Source: an optimization exercise on an open RTL-to-GDS flow (aim: a short achievable clock period and few clock cycles). Production flows keep margins and buffers that such runs may drop. The RTL of this run was laid out without a check of its function. Power and IR drop assume default switching activity.

===== config.mk =====
export PLATFORM = sky130hd
export DESIGN_NAME = aaf_compositor
export DESIGN_NICKNAME = aaf_compositor
export VERILOG_FILES = /design/flow/design.v
export SDC_FILE = /design/flow/constraint.sdc
export NUM_CORES = 8
export LEC_CHECK = 0
export ABC_CLOCK_PERIOD_IN_PS = 4000
export CAP_MARGIN = 20
export CORE_MARGIN = 2
export CORE_UTILIZATION = 40
export PLACE_DENSITY = 0.55
export SETUP_SLACK_MARGIN = 5
export SLEW_MARGIN = 20
export SYNTH_MEMORY_MAX_BITS = 8192

===== constraint.sdc =====
create_clock -name core_clock -period 12.0 [get_ports {clk}]
set_input_delay 2.4000 -clock core_clock [delete_from_list [all_inputs] [get_ports {clk}]]
set_output_delay 2.4000 -clock core_clock [all_outputs]
set_load 0.01 [all_outputs]

===== design.v =====
module aaf_compositor (
    input  wire        clk,
    input  wire        rst,
    input  wire        start,
    input  wire [1:0]  cmd,
    input  wire [1:0]  depth,         
    input  wire        swap,
    input  wire        mirror_en,
    input  wire [7:0]  pal_idx,
    input  wire [15:0] width,
    input  wire [15:0] rows,
    input  wire [15:0] obj_x,         
    input  wire [15:0] blk_y,         
    input  wire [15:0] dest_x,        
    input  wire [15:0] dest_y,        
    input  wire [15:0] dest_stride,
    input  wire [15:0] dest_rows,
    input  wire [15:0] clip_x0,       
    input  wire [15:0] clip_y0,       
    input  wire [15:0] clip_x1,       
    input  wire [15:0] clip_y1,       
    input  wire [15:0] mirror_ofs,    
    input  wire [31:0] pal_addr,
    input  wire [31:0] dbuf_addr,
    input  wire [31:0] dest_addr,
    output wire        ready,
    output reg         done,
    output reg  [3:0]  status,
    output reg  [31:0] r0,
    output reg  [31:0] r1,
    output reg  [31:0] r2,
    output wire        mem_req,
    output wire        mem_we,
    output wire [31:0] mem_addr,
    output wire [31:0] mem_wdata,
    output wire [3:0]  mem_wstrb,
    input  wire [31:0] mem_rdata,
    input  wire        mem_ack
);
    localparam [3:0] ST_OK        = 4'd0;
    localparam [3:0] ST_BAD_PARAM = 4'd12;
    localparam [3:0] ST_BAD_CMD   = 4'd14;
    localparam [1:0] K_F = 2'd0, K_S = 2'd1, K_W = 2'd2, K_R = 2'd3;
    reg        ready_q;       
    reg [5:1]  stp;           
    reg        g_ok;          
    assign ready = ready_q;
    wire accept = ready_q && start;
    reg [1:0]  p_cmd, p_depth;
    reg        p_swap, p_mirror;
    reg [7:0]  p_idx;
    reg [15:0] p_width, p_rows, p_objx, p_blky, p_dx, p_dy, p_stride, p_drows;
    reg [15:0] p_cx0, p_cy0, p_cx1, p_cy1, p_mofs;
    reg [31:0] p_pal, p_dbuf, p_dest;
    wire isidx = !p_depth[1];
    reg [15:0]  cache_color [0:255];
    reg [255:0] cache_valid;
    reg        q0_v, q0_we, q0_last;
    reg [29:0] q0_addr;
    reg [31:0] q0_wdata;
    reg [3:0]  q0_strb;
    reg [1:0]  q0_kind;
    reg [7:0]  q0_idx;
    reg        q1_v, q1_we, q1_last;
    reg [29:0] q1_addr;
    reg [31:0] q1_wdata;
    reg [3:0]  q1_strb;
    reg [1:0]  q1_kind;
    reg [7:0]  q1_idx;
    assign mem_req   = q0_v;
    assign mem_we    = q0_we;
    assign mem_addr  = {q0_addr, 2'b00};
    assign mem_wdata = q0_wdata;
    assign mem_wstrb = q0_strb;
    wire qspace  = !q1_v;
    wire q0_free = !q0_v || mem_ack;
    reg        cq_v;
    reg [1:0]  cq_kind;
    reg [7:0]  cq_idx;
    reg [31:0] rd_q;
    wire [15:0] rq_color  = {rd_q[23:19], rd_q[15:10], rd_q[7:3]};
    wire [15:0] rq_result = p_swap ? {rq_color[7:0], rq_color[15:8]} : rq_color;
    wire        cq_s      = cq_v && (cq_kind == K_S);
    wire signed [20:0] ox   = {{5{p_objx[15]}}, p_objx};
    wire signed [20:0] by1  = {{5{p_blky[15]}}, p_blky};
    wire signed [20:0] dx0  = {{5{p_dx[15]}},   p_dx};
    wire signed [20:0] dy0  = {{5{p_dy[15]}},   p_dy};
    wire signed [20:0] cx0  = {{5{p_cx0[15]}},  p_cx0};
    wire signed [20:0] cy0  = {{5{p_cy0[15]}},  p_cy0};
    wire signed [20:0] cx1  = {{5{p_cx1[15]}},  p_cx1};
    wire signed [20:0] cy1  = {{5{p_cy1[15]}},  p_cy1};
    wire signed [20:0] mo   = {{5{p_mofs[15]}}, p_mofs};
    wire signed [20:0] wid  = {5'd0, p_width};
    wire signed [20:0] nrw  = {5'd0, p_rows};
    wire signed [20:0] strd = {5'd0, p_stride};
    wire signed [20:0] drw  = {5'd0, p_drows};
    reg signed [17:0] e_c0o, e_c0d, e_od, e_do, e_c1o, e_c1d, e_c0c1, g_x;
    reg signed [17:0] e_c0b, e_c0e, e_be, e_eb, e_c1b, e_c1e, e_yc0c1, g_y;
    reg signed [17:0] s_Wm1, s_Sm1, s_Rm1, s_Dm1;
    wire xa_ge_b = !e_c0o[17], xa_ge_c = !e_c0d[17], xb_ge_c = !e_od[17];
    wire xselA = xa_ge_b && xa_ge_c;
    wire xselB = !xselA && xb_ge_c;
    wire ya_ge_b = !e_c0b[17], ya_ge_c = !e_c0e[17], yb_ge_c = !e_be[17];
    wire yselA = ya_ge_b && ya_ge_c;
    wire yselB = !yselA && yb_ge_c;
    wire signed [20:0] c1_X1 = xselA ? cx0 : xselB ? ox : dx0;
    wire [15:0] c1_sxa  = xselA ? e_c0o[15:0] : xselB ? 16'd0 : e_do[15:0];
    wire [15:0] c1_col0 = xselA ? e_c0d[15:0] : xselB ? e_od[15:0] : 16'd0;
    wire [15:0] c1_sy0  = yselA ? e_c0b[15:0] : yselB ? 16'd0 : e_eb[15:0];
    wire [15:0] c1_row0 = yselA ? e_c0e[15:0] : yselB ? e_be[15:0] : 16'd0;
    wire xu_ab = e_c1o <= s_Wm1, xu_ac = e_c1d <= s_Sm1, xu_bc = e_od <= g_x;
    wire yu_ab = e_c1b <= s_Rm1, yu_ac = e_c1e <= s_Dm1, yu_bc = e_be <= g_y;
    wire xuselA = xu_ab && xu_ac;
    wire yuselA = yu_ab && yu_ac;
    wire [15:0] c1_sxb = xuselA ? e_c1o[15:0] : xu_bc ? s_Wm1[15:0] : e_do[15:0] + s_Sm1[15:0];
    wire [15:0] c1_syb = yuselA ? e_c1b[15:0] : yu_bc ? s_Rm1[15:0] : e_eb[15:0] + s_Dm1[15:0];
    wire signed [20:0] c1_X2 = xuselA ? cx1 : xu_bc ? ox + {{3{s_Wm1[17]}}, s_Wm1} : dx0 + {{3{s_Sm1[17]}}, s_Sm1};
    wire c1_empty =
        (e_c0c1 > 18'sd0) || (e_c0o > s_Wm1) || (e_c0d > s_Sm1) ||
        e_c1o[17] || s_Wm1[17] || (e_od > s_Sm1) ||
        e_c1d[17] || (e_do > s_Wm1) || s_Sm1[17] ||
        (e_yc0c1 > 18'sd0) || (e_c0b > s_Rm1) || (e_c0e > s_Dm1) ||
        e_c1b[17] || s_Rm1[17] || (e_be > s_Dm1) ||
        e_c1e[17] || (e_eb > s_Rm1) || s_Dm1[17];
    wire q_fast = (e_c0b <= 18'sd0) && !e_be[17];     
    wire q_empty = c1_empty;
    reg signed [20:0] X1, X2, Ssum;
    reg [15:0] sxa, sxb, col0, sy0, syb, row0;
    reg [16:0] bpr;           
    wire [16:0] c1_bpr = (p_depth == 2'd0) ? ({1'b0, p_width} + 17'd1) >> 1 :
                         (p_depth == 2'd1) ? {1'b0, p_width} : {p_width, 1'b0};
    reg  [16:0] c2_byteoff;   
    reg         c2_fast;      
    reg         p_rok;        
    wire [31:0] c2_fa    = fa_base;
    wire [16:0] c1_boA = (p_depth == 2'd0) ? {2'b0, e_c0o[15:1]} :
                         (p_depth == 2'd1) ? {1'b0, e_c0o[15:0]} : {e_c0o[15:0], 1'b0};
    wire [16:0] c1_boC = (p_depth == 2'd0) ? {2'b0, e_do[15:1]} :
                         (p_depth == 2'd1) ? {1'b0, e_do[15:0]} : {e_do[15:0], 1'b0};
    wire [31:0] c1_faA = p_dbuf + {15'd0, c1_boA};
    wire [31:0] c1_faC = p_dbuf + {15'd0, c1_boC};
    wire [31:0] c1_fa  = xselA ? c1_faA : xselB ? p_dbuf : c1_faC;
    wire [15:0] c1_xC   = e_do[15:0] + s_Sm1[15:0];
    function [16:0] lbo(input [15:0] x, input [1:0] dep);
        lbo = (dep == 2'd0) ? {2'b0, x[15:1]} : (dep == 2'd1) ? {1'b0, x} : {x, 1'b1};
    endfunction
    wire [31:0] c1_laA = p_dbuf + {15'd0, lbo(e_c1o[15:0], p_depth)};
    wire [31:0] c1_laB = p_dbuf + {15'd0, lbo(s_Wm1[15:0], p_depth)};
    wire [31:0] c1_laC = p_dbuf + {15'd0, lbo(c1_xC, p_depth)};
    reg  [31:0] la_A, la_B, la_C;
    reg         la_selA, la_selB;
    wire [31:0] la_base = la_selA ? la_A : la_selB ? la_B : la_C;
    wire        z1ok   = (p_cmd == 2'd0) && (p_depth != 2'd3) && !q_empty && q_fast;
    wire [15:0] c2_dx    = sxb - sxa;
    wire [16:0] c2_nrows = {1'b0, syb - sy0} + 17'd1;
    wire [16:0] c2_npx   = {1'b0, c2_dx} + 17'd1;
    wire [17:0] c2_span  = (p_depth == 2'd0) ? {3'd0, sxb[15:1] - sxa[15:1]} :
                           (p_depth == 2'd1) ? {2'd0, sxb - sxa} : {1'b0, sxb - sxa, 1'b1};
    wire [29:0] c2_wd    = la_base[31:2] - fa_base[31:2];      
    wire        z2ok     = (la_base[31:2] != fa_base[31:2]);    
    reg [31:0] fa_base;
    reg [18:0] ppA [0:7];     
    reg [17:0] ppB [0:7];     
    reg [18:0] bpr3;
    integer ii;
    reg [17:0] strd3;
    reg [31:0] prodA_lo, prodA_hi, prodB_lo, prodB_hi;
    reg [16:0] n_px, n_rows;
    reg signed [20:0] colm0;
    reg        slow, fast;
    reg [17:0] span;
    reg [16:0] wbase;         
    reg [31:0] prodA, prodB;
    reg [30:0] d2c, d2m;
    reg signed [20:0] klo, khi;
    reg [2:0]  gapc;
    wire [16:0] gap_c = bpr - span[16:0];
    wire [31:0] c5_fa  = fa_base + prodA;
    wire [2:0]  c5_x0  = {1'b0, c5_fa[1:0]} + {1'b0, span[1:0]};
    wire [16:0] c5_wc0 = wbase + {16'd0, c5_x0[2]};
    reg [31:0] fifo [0:7];
    reg [2:0]  fwp, frp;
    reg [3:0]  fcnt;          
    reg [3:0]  f_used;        
    reg [16:0] f_rows;        
    reg [29:0] f_wa;          
    reg [16:0] f_wcnt;        
    reg [1:0]  f_falo;        
    reg [31:0] f_nfa;         
    reg        f_nok;         
    wire        f_want  = (f_rows != 17'd0) && (f_wcnt != 17'd0) && !f_used[3];
    wire        f_advok = (g_ok && f_nok) || (f_rows == 17'd1);
    reg         f_nsh;        
    reg  [16:0] wb_m1, wb_p1;                   
    wire [2:0]  f_nx    = {1'b0, f_nfa[1:0]} + {1'b0, span[1:0]};
    wire [16:0] f_nwc   = (f_nx[2] == f_nsh) ? wbase : f_nx[2] ? wb_p1 : wb_m1;
    function shw(input [1:0] lo, input [1:0] sp, input [2:0] gc);
        reg [1:0] la;
        begin
            la  = lo + sp;
            shw = ({1'b0, la} + gc) < 3'd4;
        end
    endfunction
    reg        x_act;
    reg [16:0] x_rows, x_rem, x_k;
    reg        x_r1, x_r2, n_1, n_2;    
    reg [2:0]  x_pos;
    reg        x_lane, x_rlane, x_first;
    reg [1:0]  x_falo;
    wire [3:0]  ppw    = (p_depth == 2'd0) ? 4'd8 : (p_depth == 2'd1) ? 4'd4 : 4'd2;
    wire [31:0] w_head  = fifo[frp];
    wire [31:0] w_head1 = fifo[frp + 3'd1];
    wire [63:0] xwin   = {w_head1, w_head};
    function [15:0] xpix(input [63:0] win, input [3:0] u, input [1:0] dep);
        reg [7:0] b;
        begin
            if (dep == 2'd0) begin
                b = win[8*u[3:1] +: 8];
                xpix = {12'd0, u[0] ? b[3:0] : b[7:4]};
            end else if (dep == 2'd1)
                xpix = {8'd0, win[8*u[2:0] +: 8]};
            else
                xpix = win[16*u[1:0] +: 16];
        end
    endfunction
    wire        x_cnt2    = !(slow || x_lane || x_r1);
    wire [3:0]  x_pos4    = {1'b0, x_pos};
    wire        x_strad   = x_cnt2 && (x_pos4 == ppw - 4'd1);
    wire        x_have    = x_strad ? (fcnt >= 4'd2) : (fcnt != 4'd0);
    wire [15:0] x_pa      = xpix(xwin, x_pos4, p_depth);
    wire [15:0] x_pb      = xpix(xwin, x_pos4 + 4'd1, p_depth);
    wire [3:0]  x_npos    = x_pos4 + (x_cnt2 ? 4'd2 : 4'd1);
    wire        x_adv     = x_npos >= ppw;
    wire [3:0]  x_pafter  = x_adv ? x_npos - ppw : x_npos;
    wire        x_rowend  = x_cnt2 ? x_r2 : x_r1;
    wire        x_lastrow = (x_rows == 17'd1);
    wire [1:0]  x_lalo    = x_falo + span[1:0];
    wire        x_sh      = ({1'b0, x_lalo} + gapc) < 3'd4;
    wire [1:0]  x_nfalo   = x_falo + bpr[1:0];
    wire [2:0]  x_npos0   = (p_depth == 2'd0) ? {x_nfalo, sxa[0]} :
                            (p_depth == 2'd1) ? {1'b0, x_nfalo} : {2'b0, x_nfalo[1]};
    wire signed [20:0] x_ks  = {4'd0, x_k};
    wire signed [20:0] x_ks1 = {4'd0, x_k} + 21'sd1;
    wire        x_mva     = (x_ks >= klo) && (x_ks <= khi);
    wire        x_mvb     = (x_ks1 >= klo) && (x_ks1 <= khi);
    reg        d_v, d_cnt2, d_first, d_last, d_cl, d_mva, d_mvb;
    reg        dk_v;
    reg [37:0] dk;            
    reg [15:0] d_a, d_b;
    reg        l_v, l_cnt2, l_first, l_last, l_cl, l_mva, l_mvb;
    reg [15:0] l_a, l_b;
    function [255:0] dec256(input [7:0] ix);
        begin
            dec256 = 256'd0;
            dec256[ix] = 1'b1;
        end
    endfunction
    reg        s_v, s_cnt2, s_first, s_last, s_cl, s_mva, s_mvb, s_ma, s_mb, s_abeq;
    reg [15:0] s_a, s_b;
    reg [29:0] s_pa, s_pb;    
    reg [3:0]  s_issued;      
    reg [3:0]  pc_cnt;        
    wire       s_want = s_v && (s_ma || s_mb);
    wire [7:0] s_ridx = s_ma ? s_a[7:0] : s_b[7:0];
    reg        a_v, a_cnt2, a_first, a_last, a_cl, a_mva, a_mvb;
    reg        g_v, g_cnt2, g_first, g_last, g_cl, g_mva, g_mvb;    
    reg [15:0] g_ca, g_cb;
    reg [15:0] a_a, a_b;
    reg [3:0]  a_tag;
    reg [30:0] w_h, w_m, w_rowh, w_rowm;    
    reg        c_v, c_mv;                   
    reg [15:0] c_col;
    wire [3:0]  a_tagd = pc_cnt - a_tag;
    wire        a_tagok = !a_tagd[3];
    wire        a_fwa  = cq_s && (cq_idx == a_a[7:0]);
    wire        a_fwb  = cq_s && (cq_idx == a_b[7:0]);
    reg  [7:0] a_xa1, a_xa2, a_xa3, a_xb1, a_xb2, a_xb3;
    wire [15:0] a_lka0 = cache_color[a_a[7:0]];
    wire [15:0] a_lka1 = cache_color[a_xa1 ^ 8'hff];
    wire [15:0] a_lka2 = cache_color[a_xa2 ^ 8'h55];
    wire [15:0] a_lka3 = cache_color[a_xa3 ^ 8'haa];
    wire [15:0] a_lkb0 = cache_color[a_b[7:0]];
    wire [15:0] a_lkb1 = cache_color[a_xb1 ^ 8'hff];
    wire [15:0] a_lkb2 = cache_color[a_xb2 ^ 8'h55];
    wire [15:0] a_lkb3 = cache_color[a_xb3 ^ 8'haa];
    wire [15:0] a_lka = {a_lka3[15:12], a_lka2[11:8], a_lka1[7:4], a_lka0[3:0]};
    wire [15:0] a_lkb = {a_lkb3[15:12], a_lkb2[11:8], a_lkb1[7:4], a_lkb0[3:0]};
    wire [15:0] a_ca   = !isidx ? a_a : a_fwa ? rq_result : a_lka;
    wire [15:0] a_cb   = !isidx ? a_b : a_fwb ? rq_result : a_lkb;
    reg        m_v, m_cl, m_cnt2, m_m1en, m_m2en;
    reg [29:0] m_paddr, m_m1addr, m_m2addr;
    reg [31:0] m_pdata, m_m1data, m_m2data;
    reg [3:0]  m_pstrb, m_m1strb, m_m2strb;
    reg        k_v, k_cl, k_cnt2, k_m1en, k_m2en;
    reg [29:0] k_paddr, k_m1addr, k_m2addr;
    reg [31:0] k_pdata, k_m1data, k_m2data;
    reg [3:0]  k_pstrb, k_m1strb, k_m2strb;
    reg [1:0]  w_ph;
    wire [29:0] w_caddr = (w_ph == 2'd0) ? m_paddr : (w_ph == 2'd1) ? m_m1addr : m_m2addr;
    wire [31:0] w_cdata = (w_ph == 2'd0) ? m_pdata : (w_ph == 2'd1) ? m_m1data : m_m2data;
    wire [3:0]  w_cstrb = (w_ph == 2'd0) ? m_pstrb : (w_ph == 2'd1) ? m_m1strb : m_m2strb;
    wire        w_glast = (w_ph == 2'd0) ? !(m_m1en || m_m2en) : (w_ph == 2'd1) ? !m_m2en : 1'b1;
    wire r_want = stp[1] && p_rok;
    wire z_want = (stp[1] && z1ok) || (stp[2] && fast && z2ok) || (stp[5] && !fast);
    wire [29:0] z_addr = stp[1] ? c1_fa[31:2] : stp[2] ? fa_base[31:2] + 30'd1 : c5_fa[31:2];
    wire zr     = r_want || z_want;
    wire push_s = qspace && s_want;
    wire push_f = qspace && !s_want && f_want;
    wire push_w = qspace && !s_want && !f_want && m_v;
    wire z1     = stp[1] && z1ok;
    wire push_l = (qspace && (r_want || (z_want && !stp[1]))) || push_s || push_f || push_w;
    wire push   = push_l || z1;
    reg        n_we, n_last;
    reg [29:0] n_addr;
    reg [31:0] n_wdata;
    reg [3:0]  n_strb;
    reg [1:0]  n_kind;
    always @(*) begin
        n_we    = 1'b0;
        n_last  = 1'b0;
        n_wdata = w_cdata;
        n_strb  = w_cstrb;
        if (s_want) begin
            n_kind = K_S;
            n_addr = s_ma ? s_pa : s_pb;
        end else if (f_want) begin
            n_kind = K_F;
            n_addr = f_wa;
        end else if (m_v) begin
            n_kind = K_W;
            n_we   = 1'b1;
            n_addr = w_caddr;
            n_last = m_cl && w_glast;
        end else if (r_want) begin
            n_kind = K_R;
            n_addr = p_pal[31:2] + {22'd0, p_idx};
        end else begin
            n_kind = K_F;
            n_addr = z_addr;
        end
    end
    wire w_pop  = push_w && w_glast;
    wire g_pass = g_v && !k_v;
    wire g_free = !g_v || g_pass;
    wire a_pass = a_v && a_tagok && g_free;
    wire a_free = !a_v || a_pass;
    wire s_ma2  = s_ma && !push_s;
    wire s_mb2  = s_mb && !(push_s && (!s_ma || s_abeq));
    wire s_pass = s_v && !s_ma2 && !s_mb2 && a_free;
    wire s_free = !s_v || s_pass;
    wire l_go   = l_v && s_free;
    wire l_free = !l_v || l_go;
    wire d_go   = d_v && l_free;
    wire [37:0] x_out = {x_pa, x_pb, x_cnt2, x_first, x_rowend, x_rowend && x_lastrow, x_mva, x_mvb};
    wire d_free = !d_v || d_go;
    wire x_go   = x_act && !dk_v && x_have;    
    wire [1:0] x_popn = !x_rowend ? {1'b0, x_adv} :
                       (!x_lastrow && x_sh) ? {1'b0, x_adv} :
                       ({1'b0, x_adv} + {1'b0, (x_pafter != 4'd0)});
    wire [3:0] fcnt_in  = fcnt + {3'd0, cq_v && cq_kind == K_F};
    wire [3:0] fused_in = f_used + {3'd0, push_f || (qspace && z_want && !stp[1] && !stp[2])};
    wire l_va = cache_valid[l_a[7:0]];
    wire l_vb = cache_valid[l_b[7:0]];
    wire l_ma = isidx && !l_va && !(push_s && s_ridx == l_a[7:0]);
    wire l_mb = isidx && l_cnt2 && !l_vb && !(push_s && s_ridx == l_b[7:0]);
    wire [30:0] pl_h = g_first ? w_rowh : w_h;
    wire [30:0] pl_m = g_first ? w_rowm : w_m;
    wire        pl_flush = g_last || slow;
    wire [3:0]  pl_pstrb = g_cnt2 ? 4'b1111 : (pl_h[0] ? 4'b1100 : 4'b0011);
    wire [31:0] pl_pdata = g_cnt2 ? {g_cb, g_ca} : {g_ca, g_ca};
    reg  [3:0]  pl_m1strb, pl_m2strb;
    reg  [31:0] pl_m1data, pl_m2data;
    reg         pl_cv, pl_cmv;
    reg  [15:0] pl_ccol;
    always @(*) begin
        pl_m1strb = 4'b0000;
        pl_m2strb = 4'b0000;
        pl_m1data = {g_ca, g_cb};
        pl_m2data = {g_cb, g_cb};
        pl_cv     = 1'b0;
        pl_cmv    = c_mv;
        pl_ccol   = c_col;
        if (p_mirror) begin
            if (pl_m[0]) begin
                if (g_cnt2) begin
                    pl_m1strb = {{2{g_mva}}, {2{g_mvb}}};
                    pl_m1data = {g_ca, g_cb};
                end else if (pl_flush) begin
                    pl_m1strb = {{2{g_mva}}, 2'b00};
                    pl_m1data = {g_ca, g_ca};
                end else begin
                    pl_cv   = 1'b1;
                    pl_cmv  = g_mva;
                    pl_ccol = g_ca;
                end
            end else begin
                pl_m1strb = {{2{c_v && c_mv}}, {2{g_mva}}};
                pl_m1data = {c_col, g_ca};
                if (g_cnt2) begin
                    if (pl_flush) begin
                        pl_m2strb = {{2{g_mvb}}, 2'b00};
                        pl_m2data = {g_cb, g_cb};
                    end else begin
                        pl_cv   = 1'b1;
                        pl_cmv  = g_mvb;
                        pl_ccol = g_cb;
                    end
                end
            end
        end
    end
    wire [29:0] pl_paddr  = pl_h[30:1];
    wire [29:0] pl_m1addr = pl_m[30:1];
    wire [29:0] pl_m2addr = pl_m[30:1] - 30'd1;
    wire        pl_m1en   = |pl_m1strb;
    wire        pl_m2en   = |pl_m2strb;
    wire m_take = !m_v || w_pop;
    always @(posedge clk) begin
        if (rst) begin
            ready_q     <= 1'b1;
            stp         <= 5'd0;
            g_ok        <= 1'b0;
            done        <= 1'b0;
            status      <= ST_OK;
            r0          <= 32'd0;
            r1          <= 32'd0;
            r2          <= 32'd0;
            cache_valid <= 256'd0;
            q0_v        <= 1'b0;
            q1_v        <= 1'b0;
            cq_v        <= 1'b0;
            fwp         <= 3'd0;
            frp         <= 3'd0;
            fcnt        <= 4'd0;
            f_used      <= 4'd0;
            f_rows      <= 17'd0;
            x_act       <= 1'b0;
            l_v         <= 1'b0;
            d_v         <= 1'b0;
            dk_v        <= 1'b0;
            s_v         <= 1'b0;
            s_issued    <= 4'd0;
            pc_cnt      <= 4'd0;
            a_v         <= 1'b0;
            g_v         <= 1'b0;
            c_v         <= 1'b0;
            m_v         <= 1'b0;
            k_v         <= 1'b0;
        end else begin
            done <= 1'b0;
            stp  <= {stp[4:1], 1'b0};
            if (ready_q) begin
                e_c0o   <= {{2{clip_x0[15]}}, clip_x0} - {{2{obj_x[15]}}, obj_x};
                e_c0d   <= {{2{clip_x0[15]}}, clip_x0} - {{2{dest_x[15]}}, dest_x};
                e_od    <= {{2{obj_x[15]}}, obj_x} - {{2{dest_x[15]}}, dest_x};
                e_do    <= {{2{dest_x[15]}}, dest_x} - {{2{obj_x[15]}}, obj_x};
                e_c1o   <= {{2{clip_x1[15]}}, clip_x1} - {{2{obj_x[15]}}, obj_x};
                e_c1d   <= {{2{clip_x1[15]}}, clip_x1} - {{2{dest_x[15]}}, dest_x};
                e_c0c1  <= {{2{clip_x0[15]}}, clip_x0} - {{2{clip_x1[15]}}, clip_x1};
                g_x     <= {2'd0, dest_stride} - {2'd0, width};
                s_Wm1   <= {2'd0, width} - 18'd1;
                s_Sm1   <= {2'd0, dest_stride} - 18'd1;
                s_Rm1   <= {2'd0, rows} - 18'd1;
                s_Dm1   <= {2'd0, dest_rows} - 18'd1;
                e_c0b   <= {{2{clip_y0[15]}}, clip_y0} - {{2{blk_y[15]}}, blk_y};
                e_c0e   <= {{2{clip_y0[15]}}, clip_y0} - {{2{dest_y[15]}}, dest_y};
                e_be    <= {{2{blk_y[15]}}, blk_y} - {{2{dest_y[15]}}, dest_y};
                e_eb    <= {{2{dest_y[15]}}, dest_y} - {{2{blk_y[15]}}, blk_y};
                e_c1b   <= {{2{clip_y1[15]}}, clip_y1} - {{2{blk_y[15]}}, blk_y};
                e_c1e   <= {{2{clip_y1[15]}}, clip_y1} - {{2{dest_y[15]}}, dest_y};
                e_yc0c1 <= {{2{clip_y0[15]}}, clip_y0} - {{2{clip_y1[15]}}, clip_y1};
                g_y     <= {2'd0, dest_rows} - {2'd0, rows};
                p_rok    <= (cmd == 2'd2) && !(depth[1] || (depth == 2'd0 && pal_idx[7:4] != 4'd0));
                p_cmd    <= cmd;
                p_depth  <= depth;
                p_swap   <= swap;
                p_mirror <= mirror_en;
                p_idx    <= pal_idx;
                p_width  <= width;
                p_rows   <= rows;
                p_objx   <= obj_x;
                p_blky   <= blk_y;
                p_dx     <= dest_x;
                p_dy     <= dest_y;
                p_stride <= dest_stride;
                p_drows  <= dest_rows;
                p_cx0    <= clip_x0;
                p_cy0    <= clip_y0;
                p_cx1    <= clip_x1;
                p_cy1    <= clip_y1;
                p_mofs   <= mirror_ofs;
                p_pal    <= pal_addr;
                p_dbuf   <= dbuf_addr;
                p_dest   <= dest_addr;
            end
            if (accept) begin
                r0       <= 32'd0;
                r1       <= 32'd0;
                r2       <= 32'd0;
                status   <= ST_OK;
                ready_q  <= 1'b0;
                g_ok     <= 1'b0;
                stp      <= 5'b00001;
            end
            if (stp[1]) begin
                X1    <= c1_X1;
                X2    <= c1_X2;
                sxa   <= c1_sxa;
                sxb   <= c1_sxb;
                col0  <= c1_col0;
                sy0   <= c1_sy0;
                syb   <= c1_syb;
                row0  <= c1_row0;
                c2_byteoff <= (p_depth == 2'd0) ? {2'b0, c1_sxa[15:1]} :
                              (p_depth == 2'd1) ? {1'b0, c1_sxa} : {c1_sxa, 1'b0};
                c2_fast    <= q_fast;
                fast       <= q_fast;
                fa_base    <= c1_fa;
                la_A       <= c1_laA;
                la_B       <= c1_laB;
                la_C       <= c1_laC;
                la_selA    <= xuselA;
                la_selB    <= xu_bc;
                Ssum  <= ox + ox + wid + wid + mo - 21'sd1;
                bpr3  <= {2'd0, c1_bpr} + {1'b0, c1_bpr, 1'b0};
                strd3 <= {2'd0, p_stride} + {1'd0, p_stride, 1'b0};
                bpr   <= c1_bpr;
                case (p_cmd)
                    2'd0: begin
                        if (p_depth == 2'd3) begin
                            status  <= ST_BAD_PARAM;
                            done    <= 1'b1;
                            ready_q <= 1'b1;
                            stp     <= 5'd0;
                        end else if (c1_empty) begin
                            done    <= 1'b1;
                            ready_q <= 1'b1;
                            stp     <= 5'd0;
                        end
                    end
                    2'd1: begin
                        cache_valid <= 256'd0;
                        done        <= 1'b1;
                        ready_q     <= 1'b1;
                        stp         <= 5'd0;
                    end
                    2'd2: begin
                        stp <= 5'd0;
                        if (!r_want) begin
                            status  <= ST_BAD_PARAM;
                            done    <= 1'b1;
                            ready_q <= 1'b1;
                        end
                    end
                    default: begin
                        status  <= ST_BAD_CMD;
                        done    <= 1'b1;
                        ready_q <= 1'b1;
                        stp     <= 5'd0;
                    end
                endcase
            end
            if (stp[2]) begin
                n_px    <= c2_npx;
                n_1     <= (c2_dx == 16'd0);
                n_2     <= (c2_dx == 16'd1);
                n_rows  <= c2_nrows;
                span    <= c2_span;
                colm0   <= Ssum - dx0 - X1;
                slow    <= p_mirror && (Ssum <= X2 + X2) && (Ssum >= X1 + X1);
                for (ii = 0; ii < 8; ii = ii + 1) begin
                    case (sy0[2*ii +: 2])
                        2'd0: ppA[ii] <= 19'd0;
                        2'd1: ppA[ii] <= {2'd0, bpr};
                        2'd2: ppA[ii] <= {1'b0, bpr, 1'b0};
                        default: ppA[ii] <= bpr3;
                    endcase
                    case (row0[2*ii +: 2])
                        2'd0: ppB[ii] <= 18'd0;
                        2'd1: ppB[ii] <= {2'd0, p_stride};
                        2'd2: ppB[ii] <= {1'b0, p_stride, 1'b0};
                        default: ppB[ii] <= strd3;
                    endcase
                end
                x_lane  <= p_dest[1] ^ (row0[0] & p_stride[0]) ^ col0[0];
                x_rlane <= p_dest[1] ^ (row0[0] & p_stride[0]) ^ col0[0];
                if (c2_fast) begin
                    f_rows <= c2_nrows;
                    f_wa   <= c2_fa[31:2] + (z2ok ? 30'd2 : 30'd1);
                    f_wcnt <= z2ok ? c2_wd[16:0] - 17'd1 : 17'd0;
                    f_falo <= c2_fa[1:0];
                    f_nfa  <= c2_fa;
                    f_nok  <= 1'b0;
                    x_act  <= 1'b1;
                    x_rows <= c2_nrows;
                    x_rem  <= c2_npx;
                    x_r1   <= (c2_dx == 16'd0);
                    x_r2   <= (c2_dx == 16'd1);
                    x_k    <= 17'd0;
                    x_pos  <= (p_depth == 2'd0) ? {c2_fa[1:0], sxa[0]} :
                              (p_depth == 2'd1) ? {1'b0, c2_fa[1:0]} : {2'b0, c2_fa[1]};
                    x_first <= 1'b1;
                    x_falo <= c2_fa[1:0];
                end
            end
            if (stp[3]) begin
                prodA_lo <= {13'd0, ppA[0]} + {11'd0, ppA[1], 2'd0} + {9'd0, ppA[2], 4'd0} + {7'd0, ppA[3], 6'd0};
                prodA_hi <= {5'd0, ppA[4], 8'd0} + {3'd0, ppA[5], 10'd0} + {1'd0, ppA[6], 12'd0} + {ppA[7][17:0], 14'd0};
                d2c   <= p_dest[31:1] + {15'd0, col0};
                d2m   <= p_dest[31:1] + {{10{colm0[20]}}, colm0};
                prodB_lo <= {14'd0, ppB[0]} + {12'd0, ppB[1], 2'd0} + {10'd0, ppB[2], 4'd0} + {8'd0, ppB[3], 6'd0};
                prodB_hi <= {6'd0, ppB[4], 8'd0} + {4'd0, ppB[5], 10'd0} + {2'd0, ppB[6], 12'd0} + {ppB[7], 14'd0};
                gapc  <= (gap_c > 17'd4) ? 3'd4 : gap_c[2:0];
                wbase <= span[17:2] + 17'd1;
                wb_m1 <= {1'b0, span[17:2]};
                wb_p1 <= span[17:2] + 17'd2;
                if (fast)
                    f_nsh <= shw(fa_base[1:0], span[1:0], (gap_c > 17'd4) ? 3'd4 : gap_c[2:0]);
                klo   <= colm0 - strd + 21'sd1;
                khi   <= colm0;
                g_ok  <= 1'b1;
            end
            if (stp[4]) begin
                prodA <= prodA_lo + prodA_hi;
                prodB <= prodB_lo + prodB_hi;
            end
            if (stp[5]) begin
                w_rowh <= d2c + prodB[30:0];
                w_rowm <= d2m + prodB[30:0];
                if (!fast) begin
                    f_rows <= n_rows;
                    f_wa   <= c5_fa[31:2] + 30'd1;
                    f_wcnt <= c5_wc0 - 17'd1;
                    f_falo <= c5_fa[1:0];
                    f_nsh  <= shw(c5_fa[1:0], span[1:0], gapc);
                    f_nfa  <= c5_fa;
                    f_nok  <= 1'b0;
                    x_act  <= 1'b1;
                    x_rows <= n_rows;
                    x_rem  <= n_px;
                    x_r1   <= n_1;
                    x_r2   <= n_2;
                    x_k    <= 17'd0;
                    x_pos  <= (p_depth == 2'd0) ? {c5_fa[1:0], sxa[0]} :
                              (p_depth == 2'd1) ? {1'b0, c5_fa[1:0]} : {2'b0, c5_fa[1]};
                    x_first <= 1'b1;
                    x_falo <= c5_fa[1:0];
                end
            end
            if (q0_free) begin
                if (q1_v) begin
                    q0_v     <= 1'b1;
                    q0_we    <= q1_we;
                    q0_last  <= q1_last;
                    q0_addr  <= q1_addr;
                    q0_wdata <= q1_wdata;
                    q0_strb  <= q1_strb;
                    q0_kind  <= q1_kind;
                    q0_idx   <= q1_idx;
                    q1_v     <= 1'b0;
                end else begin
                    q0_v     <= push;
                    q0_we    <= n_we;
                    q0_last  <= n_last;
                    q0_addr  <= n_addr;
                    q0_wdata <= n_wdata;
                    q0_strb  <= n_strb;
                    q0_kind  <= n_kind;
                    q0_idx   <= s_ridx;
                end
            end else if (push_l || stp[2]) begin
                q1_v     <= push_l;
                q1_we    <= n_we;
                q1_last  <= n_last;
                q1_addr  <= n_addr;
                q1_wdata <= n_wdata;
                q1_strb  <= n_strb;
                q1_kind  <= n_kind;
                q1_idx   <= s_ridx;
            end
            cq_v    <= q0_v && mem_ack;
            cq_kind <= q0_kind;
            cq_idx  <= q0_idx;
            rd_q    <= mem_rdata;
            if (q0_v && mem_ack && q0_kind == K_S)
                pc_cnt <= pc_cnt + 4'd1;
            if (q0_v && mem_ack && q0_last) begin
                done    <= 1'b1;
                ready_q <= 1'b1;
            end
            if (cq_v && cq_kind == K_R) begin
                r0      <= {16'd0, rq_result};
                done    <= 1'b1;
                ready_q <= 1'b1;
            end
            if (cq_s)
                cache_color[cq_idx] <= rq_result;
            if (cq_v && cq_kind == K_F) begin
                fifo[fwp] <= rd_q;
                fwp       <= fwp + 3'd1;
            end
            frp    <= x_go ? frp + {1'b0, x_popn} : frp;
            fcnt   <= x_go ? fcnt_in - {2'd0, x_popn} : fcnt_in;
            f_used <= stp[1] ? {3'd0, z1} : stp[2] ? f_used + {3'd0, fast} :
                      x_go ? fused_in - {2'd0, x_popn} : fused_in;
            if (!f_nok && f_rows != 17'd0 && !stp[2] && !stp[5]) begin
                f_nfa <= f_nfa + {15'd0, bpr};
                f_nok <= 1'b1;
            end
            if (f_rows != 17'd0 && f_advok && (f_wcnt == 17'd0 || (push_f && f_wcnt == 17'd1))) begin
                f_rows <= f_rows - 17'd1;
                f_wa   <= f_nfa[31:2] + {29'd0, f_nsh};
                f_nsh  <= shw(f_nfa[1:0], span[1:0], gapc);
                f_wcnt <= f_nwc;
                f_falo <= f_nfa[1:0];
                f_nfa  <= f_nfa + {15'd0, bpr};
            end else if (push_f) begin
                f_wa   <= f_wa + 30'd1;
                f_wcnt <= f_wcnt - 17'd1;
            end
            if (d_free) begin
                if (dk_v) begin
                    {d_a, d_b, d_cnt2, d_first, d_last, d_cl, d_mva, d_mvb} <= dk;
                    d_v  <= 1'b1;
                    dk_v <= 1'b0;
                end else begin
                    {d_a, d_b, d_cnt2, d_first, d_last, d_cl, d_mva, d_mvb} <= x_out;
                    d_v  <= x_go;
                end
            end else if (x_go) begin
                dk   <= x_out;
                dk_v <= 1'b1;
            end
            if (x_go) begin
                if (!x_rowend) begin
                    x_pos   <= x_pafter[2:0];
                    x_rem   <= x_rem - (x_cnt2 ? 17'd2 : 17'd1);
                    x_r1    <= x_cnt2 ? (x_rem == 17'd3) : (x_rem == 17'd2);
                    x_r2    <= x_cnt2 ? (x_rem == 17'd4) : (x_rem == 17'd3);
                    x_k     <= x_k + (x_cnt2 ? 17'd2 : 17'd1);
                    x_lane  <= x_lane ^ !x_cnt2;
                    x_first <= 1'b0;
                end else begin
                    x_rows  <= x_rows - 17'd1;
                    if (x_lastrow) x_act <= 1'b0;
                    x_pos   <= x_npos0;
                    x_rem   <= n_px;
                    x_r1    <= n_1;
                    x_r2    <= n_2;
                    x_k     <= 17'd0;
                    x_lane  <= x_rlane ^ p_stride[0];
                    x_rlane <= x_rlane ^ p_stride[0];
                    x_first <= 1'b1;
                    x_falo  <= x_nfalo;
                end
            end
            if (d_go) begin
                l_a     <= d_a;
                l_b     <= d_b;
                l_cnt2  <= d_cnt2;
                l_first <= d_first;
                l_last  <= d_last;
                l_cl    <= d_cl;
                l_mva   <= d_mva;
                l_mvb   <= d_mvb;
            end
            if (d_go)
                l_v <= 1'b1;
            else if (l_go)
                l_v <= 1'b0;
            if (push_s) begin
                cache_valid[s_ridx] <= 1'b1;
                r2 <= r2 + 32'd1;
            end
            s_issued <= s_issued + {3'd0, push_s};
            if (l_go) begin
                s_v     <= 1'b1;
                s_a     <= l_a;
                s_b     <= l_b;
                s_cnt2  <= l_cnt2;
                s_first <= l_first;
                s_last  <= l_last;
                s_cl    <= l_cl;
                s_mva   <= l_mva;
                s_mvb   <= l_mvb;
                s_ma    <= l_ma;
                s_mb    <= l_mb;
                s_abeq  <= (l_a[7:0] == l_b[7:0]);
                s_pa    <= p_pal[31:2] + {22'd0, l_a[7:0]};
                s_pb    <= p_pal[31:2] + {22'd0, l_b[7:0]};
            end else begin
                s_ma <= s_ma2;
                s_mb <= s_mb2;
                if (s_pass)
                    s_v <= 1'b0;
            end
            if (s_pass) begin
                a_v     <= 1'b1;
                a_a     <= s_a;
                a_b     <= s_b;
                a_xa1   <= s_a[7:0] ^ 8'hff;
                a_xa2   <= s_a[7:0] ^ 8'h55;
                a_xa3   <= s_a[7:0] ^ 8'haa;
                a_xb1   <= s_b[7:0] ^ 8'hff;
                a_xb2   <= s_b[7:0] ^ 8'h55;
                a_xb3   <= s_b[7:0] ^ 8'haa;
                a_cnt2  <= s_cnt2;
                a_first <= s_first;
                a_last  <= s_last;
                a_cl    <= s_cl;
                a_mva   <= s_mva;
                a_mvb   <= s_mvb;
                a_tag   <= s_issued + {3'd0, push_s};
            end else if (a_pass)
                a_v <= 1'b0;
            if (a_pass) begin
                g_v     <= 1'b1;
                g_ca    <= a_ca;
                g_cb    <= a_cb;
                g_cnt2  <= a_cnt2;
                g_first <= a_first;
                g_last  <= a_last;
                g_cl    <= a_cl;
                g_mva   <= a_mva;
                g_mvb   <= a_mvb;
            end else if (g_pass)
                g_v <= 1'b0;
            if (g_pass) begin
                w_h   <= pl_h + (g_cnt2 ? 31'd2 : 31'd1);
                w_m   <= pl_m - (g_cnt2 ? 31'd2 : 31'd1);
                c_v   <= pl_cv;
                c_mv  <= pl_cmv;
                c_col <= pl_ccol;
                if (g_first) begin
                    w_rowh <= w_rowh + {15'd0, p_stride};
                    w_rowm <= w_rowm + {15'd0, p_stride};
                end
            end
            if (push_w) begin
                if (w_ph == 2'd0) r0 <= r0 + (m_cnt2 ? 32'd2 : 32'd1);
                else r1 <= r1 + {31'd0, w_cstrb[3]} + {31'd0, w_cstrb[0]};
                if (!w_glast)
                    w_ph <= (w_ph == 2'd0 && m_m1en) ? 2'd1 : 2'd2;
            end
            if (m_take) begin
                w_ph <= 2'd0;
                if (k_v) begin
                    m_v      <= 1'b1;
                    m_cl     <= k_cl;
                    m_cnt2   <= k_cnt2;
                    m_paddr  <= k_paddr;
                    m_pdata  <= k_pdata;
                    m_pstrb  <= k_pstrb;
                    m_m1en   <= k_m1en;
                    m_m1addr <= k_m1addr;
                    m_m1data <= k_m1data;
                    m_m1strb <= k_m1strb;
                    m_m2en   <= k_m2en;
                    m_m2addr <= k_m2addr;
                    m_m2data <= k_m2data;
                    m_m2strb <= k_m2strb;
                    k_v      <= 1'b0;
                end else begin
                    m_v      <= g_pass;
                    m_cl     <= g_cl;
                    m_cnt2   <= g_cnt2;
                    m_paddr  <= pl_paddr;
                    m_pdata  <= pl_pdata;
                    m_pstrb  <= pl_pstrb;
                    m_m1en   <= pl_m1en;
                    m_m1addr <= pl_m1addr;
                    m_m1data <= pl_m1data;
                    m_m1strb <= pl_m1strb;
                    m_m2en   <= pl_m2en;
                    m_m2addr <= pl_m2addr;
                    m_m2data <= pl_m2data;
                    m_m2strb <= pl_m2strb;
                end
            end else if (g_pass) begin
                k_v      <= 1'b1;
                k_cl     <= g_cl;
                k_cnt2   <= g_cnt2;
                k_paddr  <= pl_paddr;
                k_pdata  <= pl_pdata;
                k_pstrb  <= pl_pstrb;
                k_m1en   <= pl_m1en;
                k_m1addr <= pl_m1addr;
                k_m1data <= pl_m1data;
                k_m1strb <= pl_m1strb;
                k_m2en   <= pl_m2en;
                k_m2addr <= pl_m2addr;
                k_m2data <= pl_m2data;
                k_m2strb <= pl_m2strb;
            end
        end
    end
endmodule

===== flow/run.sh =====
#!/bin/bash
set -euo pipefail
MARGIN=${MARGIN:-8.5}
sed "s/SETUP_SLACK_MARGIN=[^ ]*/SETUP_SLACK_MARGIN=${MARGIN}/" standard.sh > standard_margin.sh
grep -q "SETUP_SLACK_MARGIN=${MARGIN}" standard_margin.sh
bash standard_margin.sh > make_flow.log 2>&1

===== standard.sh =====
#!/bin/bash
# synth_recipe.tcl (not shown) runs the flow's synth.tcl, then flattens the netlist and writes it again
# the make line also repeats each setting of config.mk as NAME=value (left out here)
make -C /OpenROAD-flow-scripts/flow DESIGN_CONFIG=/design/flow/config.mk WORK_HOME=/design/flow/orfs CLKGATE_MAP_FILE= SYNTH_SCRIPT=/design/flow/synth_recipe.tcl "${@:-finish}"

==> summary.txt <==
worst register-to-register path, delay by kind of cell (launching register included):
| family | cells | cell delay (ps) |
|---|---|---|
| buffers and inverters | 2 | 340 |
| XOR/XNOR | 1 | 250 |
| AND/OR/NAND/NOR | 1 | 140 |
| adder cells (fa/ha/maj) | 3 | 850 |
| flip-flops | 1 | 520 |
| multiplexers | 1 | 110 |
| AO/OA/AOI/OAI | 12 | 2660 |
stage by stage:
step | utilization (%) | hold slack, ps | power [W] | worst slack, ps
2_1_floorplan | - | 400.3 | 0.03353 | 366.8
3_3_place_gp | 42.50 | 401.7 | 0.03583 | 4815
3_5_place_dp | 42.51 | 404.5 | 0.03591 | 4853
4_1_cts | 48.17 | 399.6 | 0.06263 | 6940
5_1_grt | 49.64 | 411.0 | 0.06485 | 6714
6_report | 49.67 | 406.2 | 0.06316 | 6855
per-layer routing:
metal,share of wire (%),GRT usage [%]
met1,39,39.91
met2,44,43.14
met3,12,7.853
met4,5.9,13.91
met5,0.053,0.3140
worst paths after layout:
| kind | from | to | slack [ps] | cells past startpoint |
|---|---|---|---|---|
| worst max-delay path | s_Sm1[0] | la_C[21] | 6850 | 20 |
| worst min-delay path | prodA_lo[5] | prodA[5] | 410 | 0 |
| worst max register to register | s_Sm1[0] | la_C[21] | 6850 | 20 |
| worst min register to register | prodA_lo[5] | prodA[5] | 410 | 0 |
report_power, final:
| group | internal (W) | switching [W] |
|---|---|---|
| Clock | 0.0149 | 0.0112 |
| Combinational | 0.00281 | 0.00446 |
| Sequential | 0.0294 | 0.000484 |
sequential cells by signal, indices dropped and copies added (netlist names), 38 cells and up, named ones only:
| register | cells |
|---|---|
| ppB | 143 |
| dk | 38 |
| cache_valid | 256 |
| ppA | 151 |
| fifo | 256 |
| cache_color | 4096 |
cell usage in the layout (no fill, tap or decap), types with 131 or more instances in the layout:
cell and n:
edfxtp_1 7068, o21ai_1 193, mux2i_1 417, a21o_1 281
clkinv_2 145, a21oi_1 729, clkbuf_16 941, nand4_1 166
nand2_1 1467, o21ai_0 718, a22oi_1 265, o21ai_2 219
nor2_4 219, ha_1 1235, buf_4 1725, and3_1 180
buf_16 229, mux4_2 3032, mux2_2 375, fa_1 167
nand3_1 372, a21oi_2 208, dfxtp_1 304, nor2b_1 250
diode_2 158, clkbuf_1 183, clkinv_1 179, o21a_1 131
buf_12 374, inv_1 895, buf_6 487, clkdlybuf4s50_1 231
xnor2_1 801, a211oi_1 179, a22o_1 147, nor3_1 351
xor2_1 351, nor2_2 208, nand2b_1 134, nor2_1 1354
cell families after synthesis:
group / Yosys count / share of synthesized area (%)
AO/OA/AOI/OAI: 4364 / 7.088
XOR/XNOR: 1286 / 2.853
adder cells (fa/ha/maj): 1606 / 5.487
buffers and inverters: 2597 / 2.478
flip-flops: 7503 / 55.86
multiplexers: 3950 / 19.72
other: 1 / 0.0009481
AND/OR/NAND/NOR: 5561 / 6.507
layout make-up:
class	count	area [um2]	area share, %
Tap cell	13210	16530	3.372
Clock inverter	488	4737	0.9664
Sequential cell	7503	221300	45.14
Timing Repair inverter	1	8.758	0.001787
Antenna cell	158	395.4	0.08066
Inverter	1020	4133	0.8431
Clock buffer	1061	22440	4.579
Timing Repair Buffer	3420	40880	8.340
Multi-Input combinational cell	16780	179800	36.67
repair_timing:
action,4_1_cts,5_1_grt
endpoints found under the hold margin,0,0
pin swaps,969,932
cloned,188,100
buffers inserted,1178,672
hold buffers,0,0
resized for setup,4429,1523
endpoints found under the setup margin,7731,3811
==> reports/summary.txt <==
Core Box Area: 986900 um2
WP data required: 12900 ps
initial antenna violation count: 203
CP Class: reg2reg
# port buffers: 520
GP Congestion: 0.9587
site row count: 365
CP peak stage delay: 520 ps
Vias: 272.8k
Hold WC Path Type: reg2reg
clock tree buffer depth: 5
post-route cell area: 490200 um2
Yosys Warn Count: 3
clock sink total: 7503
Area after DPL: 419600 um2
number of max-cap violations: 0
Pre-antenna DRT Iters: 7
Seq/Total Area, Yosys: 55.86%
Clk pin slew, worst setup/hold paths: 60 ps
pwr dens: 128.8 nW/um2
Post-Place Cells: 39.79k
number of CTS-inserted buffers: 847
Fin Setup TNS: 0 ps
post-synthesis sequential element count: 7503
top post-synthesis cells by count: edfxtp_1 (7068), mux4_2 (3032), nor2_1 (1778), nand2_1 (1574), ha_1 (1392)
chip height: 998.4 um
Final Non-Filler Cells: 43.64k
Overflow after GRT: 0
Area contributors post-synth: edfxtp_1 (54%), mux4_2 (17%), ha_1 (4.4%), dfxtp_1 (2.2%), xnor2_1 (2.0%)
top achievable clock speed: 0.1944 GHz
fraction of layout cells with a size suffix above 1: 34.14%
crit path DAT: 6050 ps
root buffer cell: clkbuf_16
die extent in x: 998.4 um
htree depth: 6
Total GRT Usage: 29.11%
initial drt markers: 36.76k
crit path launch type: flop
syn_area_per_cell: 14.72 um2
clock latency (worst-skew pair): 1240 ps
DRC errors left: 0
WL/cell: 34.87 um
Tmin final: 5145 ps
critical-path cell list: ha_2, fa_2, a21o_1, a21oi_4, o21bai_1, a21o_1, xor2_4, mux2i_1, o21ai_1, ha_1, nor2b_1, a311o_1, o311a_1, o41a_1, o2111ai_4, a311oi_4, buf_4, buf_12, a21oi_4, a31oi_1
RSZ-0062 raised after global routing: true
first-pass GRT wire length: 2044 mm
Mapped Area: 395500 um2
ys flop type: edfxtp_1
Max FO, Critical Path: 8
Post-synth EDFFs: 7068
synth-to-layout area growth: 23.94%
Final Skew: 126.2 ps
post-synthesis async set-or-reset flop share: 0%
Syn Inst Count: 26.87k
Fillers: 82.67k
final wirelength: 1522 mm
Crit-path slowest cell: edfxtp_1
Final Cycle Share: 42.88%
maximum vdd ir drop: 142.6 uV
Synth cell types: 107
IO Count: 526
DPL Wire Length: 969.5 mm
setup violators final: 0
number of global-route vias before repair: 259.7k
Post-layout nets: 31.53k
outcome: no timing/DRC/antenna violations
cell taking the most area after synthesis: edfxtp_1
initial core utilization: 40.08%
Worst slew margin: 16.54%
crit end category: flop
CTS tree: done
share of the synthesized area in the top cell type: 53.66%
largest net degree at the start of global routing: 152
Leakage: 169.3 nW
most common cell in the synthesized netlist: edfxtp_1
Bufs and invs on worst path: 2
Vias/cell: 6.252
Slew @ Worst Pin: 1252 ps
Die ar.: 996800 um2
Final Hold Vio Count: 0
antenna-violating nets left: 0
CP top delay family: compound AO/OA/AOI/OAI gates
max-slew violations: 0

==> afterwards: timing with drivers on the ports <==
Ports are ideal in the flow. The routed layout listed here was re-timed in OpenROAD. Step 1 assumes that a clkbuf_16 drives the clock port and a buf_2 every other input. Step 2 also shifts input and output timing later by t, the mid clock arrival at the registers, as if the neighbouring blocks saw the same clock. Three values: ideal ports, drivers, drivers and shift; two values: the first two.
t (ns): 1.285
setup slack, ns: 6.855 / 6.855 / 6.621
worst hold slack (ns): 0.406 / 0.406 / 0.406
clock arrival spread, ns: 0.179 / 0.180
worst register clock-pin slew, ns: 0.07 / 0.07
After both steps setup and hold are still met in this run. The setup slack of this run moves by 0.000 ns with the drivers and by -0.234 ns with both steps.
